Context: an optimization exercise on an open-source flow, tuned for small area. The choices shown serve that exercise and are no tape-out recipe.
At most, simulation tests tie the RTL to the original design; equivalence was not proved.
No activity file was given, so power comes from the tool's default toggle rates.

==> 08-09: inputs <==
// spi_seq
module spi_seq (
    input  wire        clk,
    input  wire        rst,
    input  wire        reg_we,
    input  wire [3:0]  reg_addr,
    input  wire [31:0] reg_wdata,
    output reg  [31:0] reg_rdata,
    output wire        cmd_ready,
    output wire        irq,
    output reg         cs_n,
    output reg         dc,
    output reg         rst_n,
    output reg         tx_req,
    output reg  [5:0]  tx_len,
    input  wire        tx_ack,
    input  wire        tx_err,
    input  wire [4:0]  tb_addr,
    output reg  [7:0]  tb_data,
    output reg         tmr_req,
    output reg  [15:0] tmr_ms,
    input  wire        tmr_done
);
Settings: LEC_CHECK=0, CAP_MARGIN=30, CELL_PAD_IN_SITES_DETAIL_PLACEMENT=1, CELL_PAD_IN_SITES_GLOBAL_PLACEMENT=2, CORE_MARGIN=2, CORE_UTILIZATION=30, PLACE_DENSITY=0.4, SLEW_MARGIN=40; clock period 20.0 ns.
run.sh (not shown) runs the stock make flow with config.mk's settings and CLKGATE_MAP_FILE= SYNTH_SCRIPT=/design/flow/synth_recipe.tcl, a recipe that flattens the netlist after the stock synthesis.
==> 03-10 (differences from 08-09) <==
--- a/flow/design.v
+++ b/flow/design.v
@@ -54,13 +54,12 @@
     reg        hill;                      
     reg [2:0]  ox, oy;                    
     reg        oinb;                      
     reg [2:0]  verdict;                   
     reg        dnz;                       
     reg [2:0]  ey;                        
-    reg [15:0] wm1;                       
     reg [15:0] rx;                        
     reg [15:0] ry;                        
     reg [2:0]  col, row;                  
     reg [2:0]  est;
     reg [4:0]  pc;
     reg [3:0]  stg_j;                     
@@ -103,22 +102,22 @@
     wire [15:0] wh_h = reg_wdata[31:16];
     wire [4:0]  wh_xe = {2'd0, ox} + {1'b0, wh_w[3:0]};
     wire [4:0]  wh_ye = {2'd0, oy} + {1'b0, wh_h[3:0]};
     wire di_inb = oinb && (wh_w[15:4] == 12'd0) && (wh_h[15:4] == 12'd0) &&
                   (wh_xe <= 5'd8) && (wh_ye <= 5'd8);
     wire [2:0] di_verdict = (base != R_OK) ? base : (di_inb ? R_OK : R_OOB);
-    wire [15:0] wh_wm1 = wh_w - 16'd1;
     wire        wh_nz = (wh_w != 16'd0) && (wh_h != 16'd0);
-    wire rx_ge2 = (rx[15:1] != 15'd0);
-    wire rx_is1 = (rx == 16'd1);
-    wire rx_is0 = (rx == 16'd0);
-    wire wm1_is0 = (wm1 == 16'd0);
-    wire ry_is0 = (ry == 16'd0);
-    wire ry_is1 = (ry == 16'd1);
+    wire [15:0] wd = hd[15:0];
+    wire rx_ge2 = (rx[15:2] != 14'd0) || (rx[1:0] == 2'd3);
+    wire rx_is1 = (rx == 16'd2);
+    wire rx_is0 = (rx == 16'd1);
+    wire wm1_is0 = (wd == 16'd1);
+    wire ry_is0 = (ry == 16'd1);
+    wire ry_is1 = (ry == 16'd2);
     wire di_last = (ry_is0 && !rx_ge2) || (ry_is1 && rx_is0 && wm1_is0);
-    wire [15:0] rx_base = rx_ge2 ? rx : wm1;
+    wire [15:0] rx_base = rx_ge2 ? rx : wd;
     wire [1:0]  rx_dec  = rx_ge2 ? 2'd2 : (rx_is1 || wm1_is0) ? 2'd0 : 2'd1;
     wire [15:0] rx_next = rx_base - {14'd0, rx_dec};
     wire [1:0]  ry_dec  = rx_ge2 ? 2'd0 : (rx_is0 && wm1_is0) ? 2'd2 : 2'd1;
     wire [15:0] ry_next = ry - {14'd0, ry_dec};
     wire [2:0]  col_next = rx_ge2 ? col + 3'd2 : (rx_is0 && !wm1_is0) ? ox + 3'd1 : ox;
     wire [2:0]  row_next = row + {1'b0, ry_dec};
@@ -153,13 +152,30 @@
             3'd6: begin rd_q = rd_n / 6'd7; rd_r = rd_n % 6'd7; end
             default: begin rd_q = rd_n / 6'd8; rd_r = rd_n % 6'd8; end
         endcase
     end
     wire [2:0]  rd_row = dw_y0 + rd_q;
     wire [2:0]  rd_col = dw_x0 + rd_r;
-    wire [15:0] rd_pix = pb[{rd_row, rd_col}];
+    wire [127:0] rd_sel = 128'd1 << {rd_row, rd_col, tb_addr[0]};
+    wire [7:0]   rd_byte;
+    genvar gb, gg;
+    generate
+        for (gb = 0; gb < 8; gb = gb + 1) begin : rd_bit
+            wire [127:0] v;
+            wire [42:0]  t;
+            for (gg = 0; gg < 64; gg = gg + 1) begin : px
+                assign v[2 * gg]     = pb[gg][8 + gb];
+                assign v[2 * gg + 1] = pb[gg][gb];
+            end
+            for (gg = 0; gg < 42; gg = gg + 1) begin : grp
+                spi_seq_aoi3 u_aoi (.s(rd_sel[3 * gg +: 3]), .d(v[3 * gg +: 3]), .y(t[gg]));
+            end
+            spi_seq_aoi2 u_aoi2 (.s(rd_sel[127:126]), .d(v[127:126]), .y(t[42]));
+            assign rd_byte[gb] = !(&t);
+        end
+    endgenerate
     always @(*) begin
         tb_data = 8'h00;
         if (!op[2]) begin                
             case (pc[3:0])
                 4'd7:    tb_data = 8'h11;
                 4'd9:    tb_data = 8'h3A;
@@ -175,13 +191,13 @@
             case (pc[3:0])
                 4'd4:    tb_data = 8'h2A;
                 4'd5:    tb_data = tb_addr[0] ? {5'd0, tb_addr[1] ? dw_x1 : dw_x0} : 8'h00;
                 4'd6:    tb_data = 8'h2B;
                 4'd7:    tb_data = tb_addr[0] ? {5'd0, tb_addr[1] ? dw_y1 : dw_y0} : 8'h00;
                 4'd8:    tb_data = 8'h2C;
-                default: tb_data = tb_addr[0] ? rd_pix[7:0] : rd_pix[15:8];
+                default: tb_data = rd_byte;
             endcase
         end
     end
     wire [31:0] status = {5'd0, rst_n, dc, cs_n, 1'b0, (phase != PH_NONE), close_pending, tx_req,
                           last_op, 1'b0, result, locked, dw_valid, !busy, busy, 1'b0, state};
     always @(*) begin
@@ -321,15 +337,15 @@
                         end
                     end
                     PH_WH: begin
                         verdict <= di_verdict;
                         dnz     <= wh_nz;
                         ey      <= oy + wh_h[2:0] - 3'd1;
-                        wm1     <= wh_wm1;
-                        rx      <= wh_wm1;
-                        ry      <= wh_h - 16'd1;
+                        hd[15:0] <= wh_w;
+                        rx      <= wh_w;
+                        ry      <= wh_h;
                         col     <= ox;
                         row     <= oy;
                         if (!wh_nz) begin
                             phase <= PH_NONE; busy <= 1'b1; est <= E_DISPATCH;
                         end else begin
                             phase <= PH_DATA;
@@ -376,17 +392,17 @@
                                 if (verdict != R_OK)
                                     complete(verdict);
                                 else begin
                                     if (dnz) begin
                                         if (!dw_valid) begin
                                             dw_x0 <= ox; dw_y0 <= oy;
-                                            dw_x1 <= ox + wm1[2:0]; dw_y1 <= ey;
+                                            dw_x1 <= ox + wd[2:0] - 3'd1; dw_y1 <= ey;
                                         end else begin
                                             if (ox < dw_x0) dw_x0 <= ox;
                                             if (oy < dw_y0) dw_y0 <= oy;
-                                            if (ox + wm1[2:0] > dw_x1) dw_x1 <= ox + wm1[2:0];
+                                            if (ox + wd[2:0] - 3'd1 > dw_x1) dw_x1 <= ox + wd[2:0] - 3'd1;
                                             if (ey > dw_y1) dw_y1 <= ey;
                                         end
                                         dw_valid <= 1'b1;
                                     end
                                     complete(R_OK);
                                 end
@@ -514,6 +530,12 @@
                     default: ;
                 endcase
             end
         end
     end
 endmodule
+module spi_seq_aoi3 (input wire [2:0] s, input wire [2:0] d, output wire y);
+    assign y = !((s[0] & d[0]) | (s[1] & d[1]) | (s[2] & d[2]));
+endmodule
+module spi_seq_aoi2 (input wire [1:0] s, input wire [1:0] d, output wire y);
+    assign y = !((s[0] & d[0]) | (s[1] & d[1]));
+endmodule
==> flow/config.mk (replaced) <==
export PLATFORM = sky130hd
export DESIGN_NAME = spi_seq
export DESIGN_NICKNAME = spi_seq
export VERILOG_FILES = /design/flow/design.v
export SDC_FILE = /design/flow/constraint.sdc
export NUM_CORES = 4
export LEC_CHECK = 0
export CAP_MARGIN = 10
export CELL_PAD_IN_SITES_DETAIL_PLACEMENT = 0
export CELL_PAD_IN_SITES_GLOBAL_PLACEMENT = 0
export CORE_MARGIN = 2
export CORE_UTILIZATION = 60
export CTS_BUF_LIST = sky130_fd_sc_hd__clkbuf_8
export PLACE_DENSITY = 0.75
export SLEW_MARGIN = 10
export SYNTH_HIERARCHICAL = 1
export SYNTH_MINIMUM_KEEP_SIZE = 0
==> results.cfg <==
[finish]
clkCellAreaFrac_pct = 6.880
n_clock_buffer = 183

[outcome]
outcome = timing/DRC/antenna clean

[die]
coreArea_sq_um = 180700
dieArea_sq_um = 185400

[yosys]
netlist-cell-type-count = 90

[power_and_ir_drop]
clkPwrFrac_pct = 46.0
Source of the figures above: 08-09

==> results.cfg <==
[global_routing]
antenna_found_initial = 19
grtUsageMet2_pct = 59.00
grt-busiest-layer = met2

[finish]
clkCellAreaFrac_pct = 6.385

[clock_tree]
post_cts_buffers = 0

[power_and_ir_drop]
clkPwrFrac_pct = 41.4

[worst_setup_path]
rr_endpoint = tx_len[4]
critPathBufInv = 5

[yosys]
netlist-cell-type-count = 93

[die]
dieArea_sq_um = 88420
num_tap_cells = 1144

[outcome]
outcome = timing/DRC/antenna clean
Source of the figures above: 03-10

The RTL of 03-10 was laid out without a check of its function.


==> build 44: inputs <==
spi_seq, a different RTL version from the one above (not shown whole).
==> flow/design.v (excerpt) <==
module spi_seq (
    input  wire        clk,
    input  wire        rst,
    input  wire        reg_we,
    input  wire [3:0]  reg_addr,
    input  wire [31:0] reg_wdata,
    output reg  [31:0] reg_rdata,
    output wire        cmd_ready,
    output wire        irq,
    output reg         cs_n,
    output reg         dc,
    output reg         rst_n,
    output reg         tx_req,
    output reg  [5:0]  tx_len,
    input  wire        tx_ack,
    input  wire        tx_err,
    input  wire [4:0]  tb_addr,
    output reg  [7:0]  tb_data,
    output reg         tmr_req,
    output reg  [15:0] tmr_ms,
    input  wire        tmr_done
);
export LEC_CHECK = 0
export CAP_MARGIN = 10
export CELL_PAD_IN_SITES_DETAIL_PLACEMENT = 0
export CELL_PAD_IN_SITES_GLOBAL_PLACEMENT = 0
export CORE_MARGIN = 2
export CORE_UTILIZATION = 50
export CTS_BUF_LIST = sky130_fd_sc_hd__clkbuf_8
export CTS_CLUSTER_DIAMETER = 80
export CTS_CLUSTER_SIZE = 14
export PLACE_DENSITY = 0.65
export SLEW_MARGIN = 10
export SYNTH_HIERARCHICAL = 1
export SYNTH_MINIMUM_KEEP_SIZE = 0
export BUFFER_PORTS_ARGS = -buffer_cell sky130_fd_sc_hd__buf_1
export CTS_ARGS = -sink_clustering_enable -repair_clock_nets -dont_use_dummy_load -buf_list sky130_fd_sc_hd__clkbuf_8 -sink_clustering_size 14 -sink_clustering_max_diameter 80
create_clock -name core_clock -period 20.0 [get_ports {clk}]
standard.sh (not shown) runs the stock make flow with config.mk's settings and CLKGATE_MAP_FILE= SYNTH_SCRIPT=/design/flow/synth_recipe.tcl, a recipe that flattens the netlist after the stock synthesis.
==> flow/flow/run.sh <==
#!/bin/bash
# The standard layout (standard.sh, all steps) with two settings added to
# config.mk: plain buffers on the ports, and clock tree synthesis without
# dummy loads (buffer list and clustering as in config.mk).
cat >> config.mk <<'EOT'
export BUFFER_PORTS_ARGS = -buffer_cell sky130_fd_sc_hd__buf_1
export CTS_ARGS = -sink_clustering_enable -repair_clock_nets -dont_use_dummy_load -buf_list sky130_fd_sc_hd__clkbuf_8 -sink_clustering_size 14 -sink_clustering_max_diameter 80
EOT
bash standard.sh > standard.log 2>&1
==> inputs of build 42, as changes to build 44 <==
--- a/flow/design.v
+++ b/flow/design.v
@@ -120,20 +120,87 @@
     wire [2:0]  ex = op[0] ? ox + wd[2:0] - 3'd1 : ox;    
     wire [2:0]  col_next = rx_ge2 ? col + 3'd2 : (rx_is0 && !wm1_is0) ? ox + 3'd1 : ox;
     wire [2:0]  row_next = row + {1'b0, ry_dec};
     wire [2:0]  p1_col = rx_is0 ? ox : col + 3'd1;
     wire [2:0]  p1_row = rx_is0 ? row + 3'd1 : row;
     wire in_data = (phase == PH_DATA) && cmd_acc;
     wire di_we0 = in_data && (base == R_OK) && inb;
     wire di_we1 = di_we0 && !(ry_is0 && rx_is0);
-    wire [3:0] fl_ww = {1'b0, dw_x1} - {1'b0, dw_x0} + 4'd1;
-    wire [3:0] fl_hh = {1'b0, dw_y1} - {1'b0, dw_y0} + 4'd1;
-    wire [6:0] fl_npix = fl_ww * fl_hh;
-    wire [5:0] fl_npm1 = fl_npix[5:0] - 6'd1;           
+    wire [2:0] fl_hm = dw_y1 - dw_y0;
+    reg  [5:0] fl_npm1;
+    always @(*) begin
+        case ({dw_x1 - dw_x0, fl_hm})
+            6'o00: fl_npm1 = 6'd0;
+            6'o01: fl_npm1 = 6'd1;
+            6'o02: fl_npm1 = 6'd2;
+            6'o03: fl_npm1 = 6'd3;
+            6'o04: fl_npm1 = 6'd4;
+            6'o05: fl_npm1 = 6'd5;
+            6'o06: fl_npm1 = 6'd6;
+            6'o07: fl_npm1 = 6'd7;
+            6'o10: fl_npm1 = 6'd1;
+            6'o11: fl_npm1 = 6'd3;
+            6'o12: fl_npm1 = 6'd5;
+            6'o13: fl_npm1 = 6'd7;
+            6'o14: fl_npm1 = 6'd9;
+            6'o15: fl_npm1 = 6'd11;
+            6'o16: fl_npm1 = 6'd13;
+            6'o17: fl_npm1 = 6'd15;
+            6'o20: fl_npm1 = 6'd2;
+            6'o21: fl_npm1 = 6'd5;
+            6'o22: fl_npm1 = 6'd8;
+            6'o23: fl_npm1 = 6'd11;
+            6'o24: fl_npm1 = 6'd14;
+            6'o25: fl_npm1 = 6'd17;
+            6'o26: fl_npm1 = 6'd20;
+            6'o27: fl_npm1 = 6'd23;
+            6'o30: fl_npm1 = 6'd3;
+            6'o31: fl_npm1 = 6'd7;
+            6'o32: fl_npm1 = 6'd11;
+            6'o33: fl_npm1 = 6'd15;
+            6'o34: fl_npm1 = 6'd19;
+            6'o35: fl_npm1 = 6'd23;
+            6'o36: fl_npm1 = 6'd27;
+            6'o37: fl_npm1 = 6'd31;
+            6'o40: fl_npm1 = 6'd4;
+            6'o41: fl_npm1 = 6'd9;
+            6'o42: fl_npm1 = 6'd14;
+            6'o43: fl_npm1 = 6'd19;
+            6'o44: fl_npm1 = 6'd24;
+            6'o45: fl_npm1 = 6'd29;
+            6'o46: fl_npm1 = 6'd34;
+            6'o47: fl_npm1 = 6'd39;
+            6'o50: fl_npm1 = 6'd5;
+            6'o51: fl_npm1 = 6'd11;
+            6'o52: fl_npm1 = 6'd17;
+            6'o53: fl_npm1 = 6'd23;
+            6'o54: fl_npm1 = 6'd29;
+            6'o55: fl_npm1 = 6'd35;
+            6'o56: fl_npm1 = 6'd41;
+            6'o57: fl_npm1 = 6'd47;
+            6'o60: fl_npm1 = 6'd6;
+            6'o61: fl_npm1 = 6'd13;
+            6'o62: fl_npm1 = 6'd20;
+            6'o63: fl_npm1 = 6'd27;
+            6'o64: fl_npm1 = 6'd34;
+            6'o65: fl_npm1 = 6'd41;
+            6'o66: fl_npm1 = 6'd48;
+            6'o67: fl_npm1 = 6'd55;
+            6'o70: fl_npm1 = 6'd7;
+            6'o71: fl_npm1 = 6'd15;
+            6'o72: fl_npm1 = 6'd23;
+            6'o73: fl_npm1 = 6'd31;
+            6'o74: fl_npm1 = 6'd39;
+            6'o75: fl_npm1 = 6'd47;
+            6'o76: fl_npm1 = 6'd55;
+            6'o77: fl_npm1 = 6'd63;
+            default: fl_npm1 = 6'd0;
+        endcase
+    end
     wire       last_chunk = (chunks_issued == chunks_total);
     wire [3:0] stg_last = last_chunk ? fl_npm1[3:0] : 4'd15;
     wire [7:0] madctl = (cfg_orient == 2'd0 ? 8'h00 :
                          cfg_orient == 2'd1 ? 8'h60 :
                          cfg_orient == 2'd2 ? 8'hC0 : 8'hA0) | {4'd0, cfg_bgr, 3'd0};
     assign irq = done_ie & int_done;
     assign cmd_ready = !busy;
     wire [2:0] fl_wm = dw_x1 - dw_x0;
==> flow/flow/run.sh (replaced) <==
#!/bin/bash
# The standard layout (standard.sh) with three changes:
#  - plain buffers on the ports (BUFFER_PORTS_ARGS);
#  - clock tree synthesis without dummy loads (buffer list and clustering as
#    in config.mk);
#  - after the standard synthesis, its combinational logic is re-mapped with
#    an area-oriented ABC script (flow/remap.tcl, flow/area.abc). Registers
#    and tie cells keep their instances, names and cell types. If the
#    re-mapping fails, the standard netlist is used unchanged.
# Each tool writes its output to a log of its own in this folder.
cat >> config.mk <<'EOT'
export BUFFER_PORTS_ARGS = -buffer_cell sky130_fd_sc_hd__buf_1
export CTS_ARGS = -sink_clustering_enable -repair_clock_nets -dont_use_dummy_load -buf_list sky130_fd_sc_hd__clkbuf_8 -sink_clustering_size 14 -sink_clustering_max_diameter 80
EOT
R=$PWD/orfs/results/$FLOW_PLATFORM/spi_seq/base
bash standard.sh synth > standard_synth.log 2>&1
if [[ -f $R/1_2_yosys.v ]]; then
  cp $R/1_2_yosys.v $R/1_2_yosys_std.v
  YOSYS=$FLOW_HOME/../tools/install/yosys/bin/yosys
  [[ -x $YOSYS ]] || YOSYS=yosys
  if REMAP_IN=$R/1_2_yosys_std.v REMAP_OUT=$R/1_2_yosys_remap.v \
     REMAP_LIB=$FLOW_HOME/platforms/$FLOW_PLATFORM/lib/sky130_fd_sc_hd__tt_025C_1v80.lib \
     REMAP_ABC=$PWD/flow/area.abc \
     $YOSYS -c flow/remap.tcl > remap.log 2>&1 && [[ -s $R/1_2_yosys_remap.v ]]; then
    cp $R/1_2_yosys_remap.v $R/1_2_yosys.v
    touch $R/1_2_yosys.v
  fi
fi
bash standard.sh > standard.log 2>&1
==> flow/flow/area.abc (new file) <==
&get -n
&st
&syn2
&dch -f
&nf -a -R 1000
&put
mfs2
strash
&get -n
&st
&syn2
&dch -f
&nf -a -R 1000
&put
mfs2
strash
&get -n
&st
&dch -f
&nf -a -R 1000
&put
mfs2
strash
&get -n
&st
&syn2
&dch -f
&nf -a -R 1000
&put
mfs2
strash
&get -n
&st
&syn2
&dch -f
&nf -a -R 1000
&put
mfs2
strash
&get -n
&st
&dch -f
&nf -a -R 1000
&put
==> flow/flow/remap.tcl (new file) <==
# Re-map the combinational logic of the standard synthesis netlist with an
# area-oriented ABC script. Registers (and tie cells) are kept as they are:
# same instances, names and cell types. Usage (yosys -c):
#   REMAP_IN, REMAP_OUT, REMAP_LIB, REMAP_ABC in the environment.
yosys read_liberty -ignore_miss_func $::env(REMAP_LIB)
yosys read_verilog $::env(REMAP_IN)
yosys hierarchy -top spi_seq
set fh [open $::env(REMAP_IN) r]
set text [read $fh]
close $fh
set keep {}
foreach c [lsort -unique [regexp -all -inline {sky130_fd_sc_hd__\w+} $text]] {
  if {[regexp {__(e?dfx|df|sdf|sedf|dl|conb)} $c]} { lappend keep $c }
}
foreach c $keep { yosys setattr -mod -set keep_hierarchy 1 $c }
yosys flatten
yosys opt_clean
yosys abc -liberty $::env(REMAP_LIB) -script $::env(REMAP_ABC) -dont_use sky130_fd_sc_hd__probe_p_8 -dont_use sky130_fd_sc_hd__probec_p_8 -dont_use sky130_fd_sc_hd__lpflow_*
yosys opt_clean -purge
yosys hilomap -singleton -hicell sky130_fd_sc_hd__conb_1 HI -locell sky130_fd_sc_hd__conb_1 LO
yosys splitnets
yosys opt_clean -purge
yosys insbuf -buf sky130_fd_sc_hd__buf_4 A X
yosys setattr -mod -unset keep_hierarchy
yosys select spi_seq
yosys write_verilog -noattr -nohex -nodec -selected $::env(REMAP_OUT).tmp.v
yosys design -reset
yosys read_liberty -lib $::env(REMAP_LIB)
yosys read_verilog $::env(REMAP_OUT).tmp.v
yosys hierarchy -check -top spi_seq
yosys stat -liberty $::env(REMAP_LIB)
yosys check -assert -mapped
yosys write_verilog -noattr -nohex -nodec $::env(REMAP_OUT)
==> inputs of build 63, as changes to build 44 <==
--- a/flow/design.v
+++ b/flow/design.v
@@ -120,20 +120,87 @@
     wire [2:0]  ex = op[0] ? ox + wd[2:0] - 3'd1 : ox;    
     wire [2:0]  col_next = rx_ge2 ? col + 3'd2 : (rx_is0 && !wm1_is0) ? ox + 3'd1 : ox;
     wire [2:0]  row_next = row + {1'b0, ry_dec};
     wire [2:0]  p1_col = rx_is0 ? ox : col + 3'd1;
     wire [2:0]  p1_row = rx_is0 ? row + 3'd1 : row;
     wire in_data = (phase == PH_DATA) && cmd_acc;
     wire di_we0 = in_data && (base == R_OK) && inb;
     wire di_we1 = di_we0 && !(ry_is0 && rx_is0);
-    wire [3:0] fl_ww = {1'b0, dw_x1} - {1'b0, dw_x0} + 4'd1;
-    wire [3:0] fl_hh = {1'b0, dw_y1} - {1'b0, dw_y0} + 4'd1;
-    wire [6:0] fl_npix = fl_ww * fl_hh;
-    wire [5:0] fl_npm1 = fl_npix[5:0] - 6'd1;           
+    wire [2:0] fl_hm = dw_y1 - dw_y0;
+    reg  [5:0] fl_npm1;
+    always @(*) begin
+        case ({dw_x1 - dw_x0, fl_hm})
+            6'o00: fl_npm1 = 6'd0;
+            6'o01: fl_npm1 = 6'd1;
+            6'o02: fl_npm1 = 6'd2;
+            6'o03: fl_npm1 = 6'd3;
+            6'o04: fl_npm1 = 6'd4;
+            6'o05: fl_npm1 = 6'd5;
+            6'o06: fl_npm1 = 6'd6;
+            6'o07: fl_npm1 = 6'd7;
+            6'o10: fl_npm1 = 6'd1;
+            6'o11: fl_npm1 = 6'd3;
+            6'o12: fl_npm1 = 6'd5;
+            6'o13: fl_npm1 = 6'd7;
+            6'o14: fl_npm1 = 6'd9;
+            6'o15: fl_npm1 = 6'd11;
+            6'o16: fl_npm1 = 6'd13;
+            6'o17: fl_npm1 = 6'd15;
+            6'o20: fl_npm1 = 6'd2;
+            6'o21: fl_npm1 = 6'd5;
+            6'o22: fl_npm1 = 6'd8;
+            6'o23: fl_npm1 = 6'd11;
+            6'o24: fl_npm1 = 6'd14;
+            6'o25: fl_npm1 = 6'd17;
+            6'o26: fl_npm1 = 6'd20;
+            6'o27: fl_npm1 = 6'd23;
+            6'o30: fl_npm1 = 6'd3;
+            6'o31: fl_npm1 = 6'd7;
+            6'o32: fl_npm1 = 6'd11;
+            6'o33: fl_npm1 = 6'd15;
+            6'o34: fl_npm1 = 6'd19;
+            6'o35: fl_npm1 = 6'd23;
+            6'o36: fl_npm1 = 6'd27;
+            6'o37: fl_npm1 = 6'd31;
+            6'o40: fl_npm1 = 6'd4;
+            6'o41: fl_npm1 = 6'd9;
+            6'o42: fl_npm1 = 6'd14;
+            6'o43: fl_npm1 = 6'd19;
+            6'o44: fl_npm1 = 6'd24;
+            6'o45: fl_npm1 = 6'd29;
+            6'o46: fl_npm1 = 6'd34;
+            6'o47: fl_npm1 = 6'd39;
+            6'o50: fl_npm1 = 6'd5;
+            6'o51: fl_npm1 = 6'd11;
+            6'o52: fl_npm1 = 6'd17;
+            6'o53: fl_npm1 = 6'd23;
+            6'o54: fl_npm1 = 6'd29;
+            6'o55: fl_npm1 = 6'd35;
+            6'o56: fl_npm1 = 6'd41;
+            6'o57: fl_npm1 = 6'd47;
+            6'o60: fl_npm1 = 6'd6;
+            6'o61: fl_npm1 = 6'd13;
+            6'o62: fl_npm1 = 6'd20;
+            6'o63: fl_npm1 = 6'd27;
+            6'o64: fl_npm1 = 6'd34;
+            6'o65: fl_npm1 = 6'd41;
+            6'o66: fl_npm1 = 6'd48;
+            6'o67: fl_npm1 = 6'd55;
+            6'o70: fl_npm1 = 6'd7;
+            6'o71: fl_npm1 = 6'd15;
+            6'o72: fl_npm1 = 6'd23;
+            6'o73: fl_npm1 = 6'd31;
+            6'o74: fl_npm1 = 6'd39;
+            6'o75: fl_npm1 = 6'd47;
+            6'o76: fl_npm1 = 6'd55;
+            6'o77: fl_npm1 = 6'd63;
+            default: fl_npm1 = 6'd0;
+        endcase
+    end
     wire       last_chunk = (chunks_issued == chunks_total);
     wire [3:0] stg_last = last_chunk ? fl_npm1[3:0] : 4'd15;
     wire [7:0] madctl = (cfg_orient == 2'd0 ? 8'h00 :
                          cfg_orient == 2'd1 ? 8'h60 :
                          cfg_orient == 2'd2 ? 8'hC0 : 8'hA0) | {4'd0, cfg_bgr, 3'd0};
     assign irq = done_ie & int_done;
     assign cmd_ready = !busy;
     wire [2:0] fl_wm = dw_x1 - dw_x0;
==> run summary <==
Build 42 finished with slew limit left. Build 44 went through all stages and came out clean. Build 63 finished clean. Synthesized area: build 42 < build 63 < build 44. Register-to-register slack: build 42 < build 44 < build 63. Between build 63 and build 44, the lower count of clock-buffer cells in the layout is in build 44 (gap 1). Of build 63 and build 42, build 42 has the higher global-route usage (gap 16 points). Synthesized cell count: build 42 < build 63 < build 44. Sequential share of layout area, lowest first: build 44, build 63, build 42. The lowest setup slack belongs to build 44, the highest to build 42. Cell area: build 42 < build 63 < build 44. Sequential power is about the same in build 63 and build 42. Non-clock buffer count: build 42 is higher than build 63 (110). Against build 63, the cell count of build 44 is higher by about 0.8%.
==> figures <==
| metric | build 63 | build 42 | build 44 |
|---|---|---|---|
| Via count of the first global-routing pass | 35,160 | 36,170 | 35,830 |
| Pre-CTS WS | 3311 ps | 3761 ps | 3285 ps |
| Floorplan core area | 0.1014 mm2 | 0.09515 mm2 | 0.1019 mm2 |
| Clock period minus worst slack | 17,150 ps | 16,560 ps | 17,190 ps |
| Slew at the pin closest to its max-slew limit | 1368 ps | 1636 ps | 1363 ps |
| Slew HR | 0.07992 | -0.09053 | 0.08945 |
| Hold Path Sink | tmr_ms[6] | tmr_ms[5] | tmr_ms[9] |
| Proportion of netlist area held by the largest area contributor | 0.6544 | - | 0.6482 |
| Multi-input gate share of total cell area | 0.2861 | 0.2602 | 0.2929 |
| Clock-cell share of area | 0.02399 | 0.02427 | 0.02350 |
| CP Depth | 27 | 31 | 26 |
| Standard cell with the maximum stage delay on the critical path | nor4_1 | a222oi_1 | nor4_1 |
| Seq/Total Area, Yosys | 0.6838 | - | 0.6773 |
| Critical path fanouts, max | 22 | 14 | 47 |
| Multi-input combinational cell count | 2,249 | 2,159 | 2,288 |
| Global-route wire length before repair | 263.8 mm | 333.6 mm | 265.1 mm |
| Met2 track demand over resource in global routing | 0.5218 | 0.6752 | 0.5295 |
| Register-to-register path setup slack | 14,330 ps | 13,980 ps | 14,000 ps |
| Run status | complete, no violations | finished with violations | complete, no violations |
| Layout check failures | - | slew limit | - |
| Die area | 0.1045 mm2 | 0.09874 mm2 | 0.1055 mm2 |
| Post-synthesis sequential element count | 1,186 | - | 1,186 |
| Tap cell instance count | 1,368 | 1,265 | 1,368 |
| Nonclk buf count | 248 | 358 | 248 |

==> static timing again, ports no longer ideal <==
The results above use ideal ports. As a check the final layouts listed here were re-extracted and re-timed, cells and wires unchanged.
Step 1, drivers: a clkbuf_16 drives clk and a buf_2 each remaining input, both assumed.
Step 2 adds t to the input delays and takes it off the output delays; t is the mean of the earliest and latest rising clock arrival at the registers after step 1. Input paths then give back, and output paths get back, about the clock's delay inside the block.
Three values: ideal ports, drivers, drivers and shift; two values: the first two.
| run | t, ns | setup slack, ns | worst data-port slew with drivers (ns) |
|---|---|---|---|
| 08-09 | 0.889 | 0.508 / 0.446 / 0.446 | 0.07 |
| 03-10 | 0.920 | 0.912 / 0.889 / 0.889 | 0.11 |
| build 44 | 0.852 | 2.814 / 2.791 / 2.791 | 0.13 |
| build 42 | 0.841 | 3.440 / 3.372 / 3.372 | 0.06 |
| build 63 | 0.840 | 2.851 / 2.828 / 2.828 | 0.05 |
The setup slack of build 42, which loses most, moves by -0.068 ns with the drivers and by -0.068 ns with both steps.
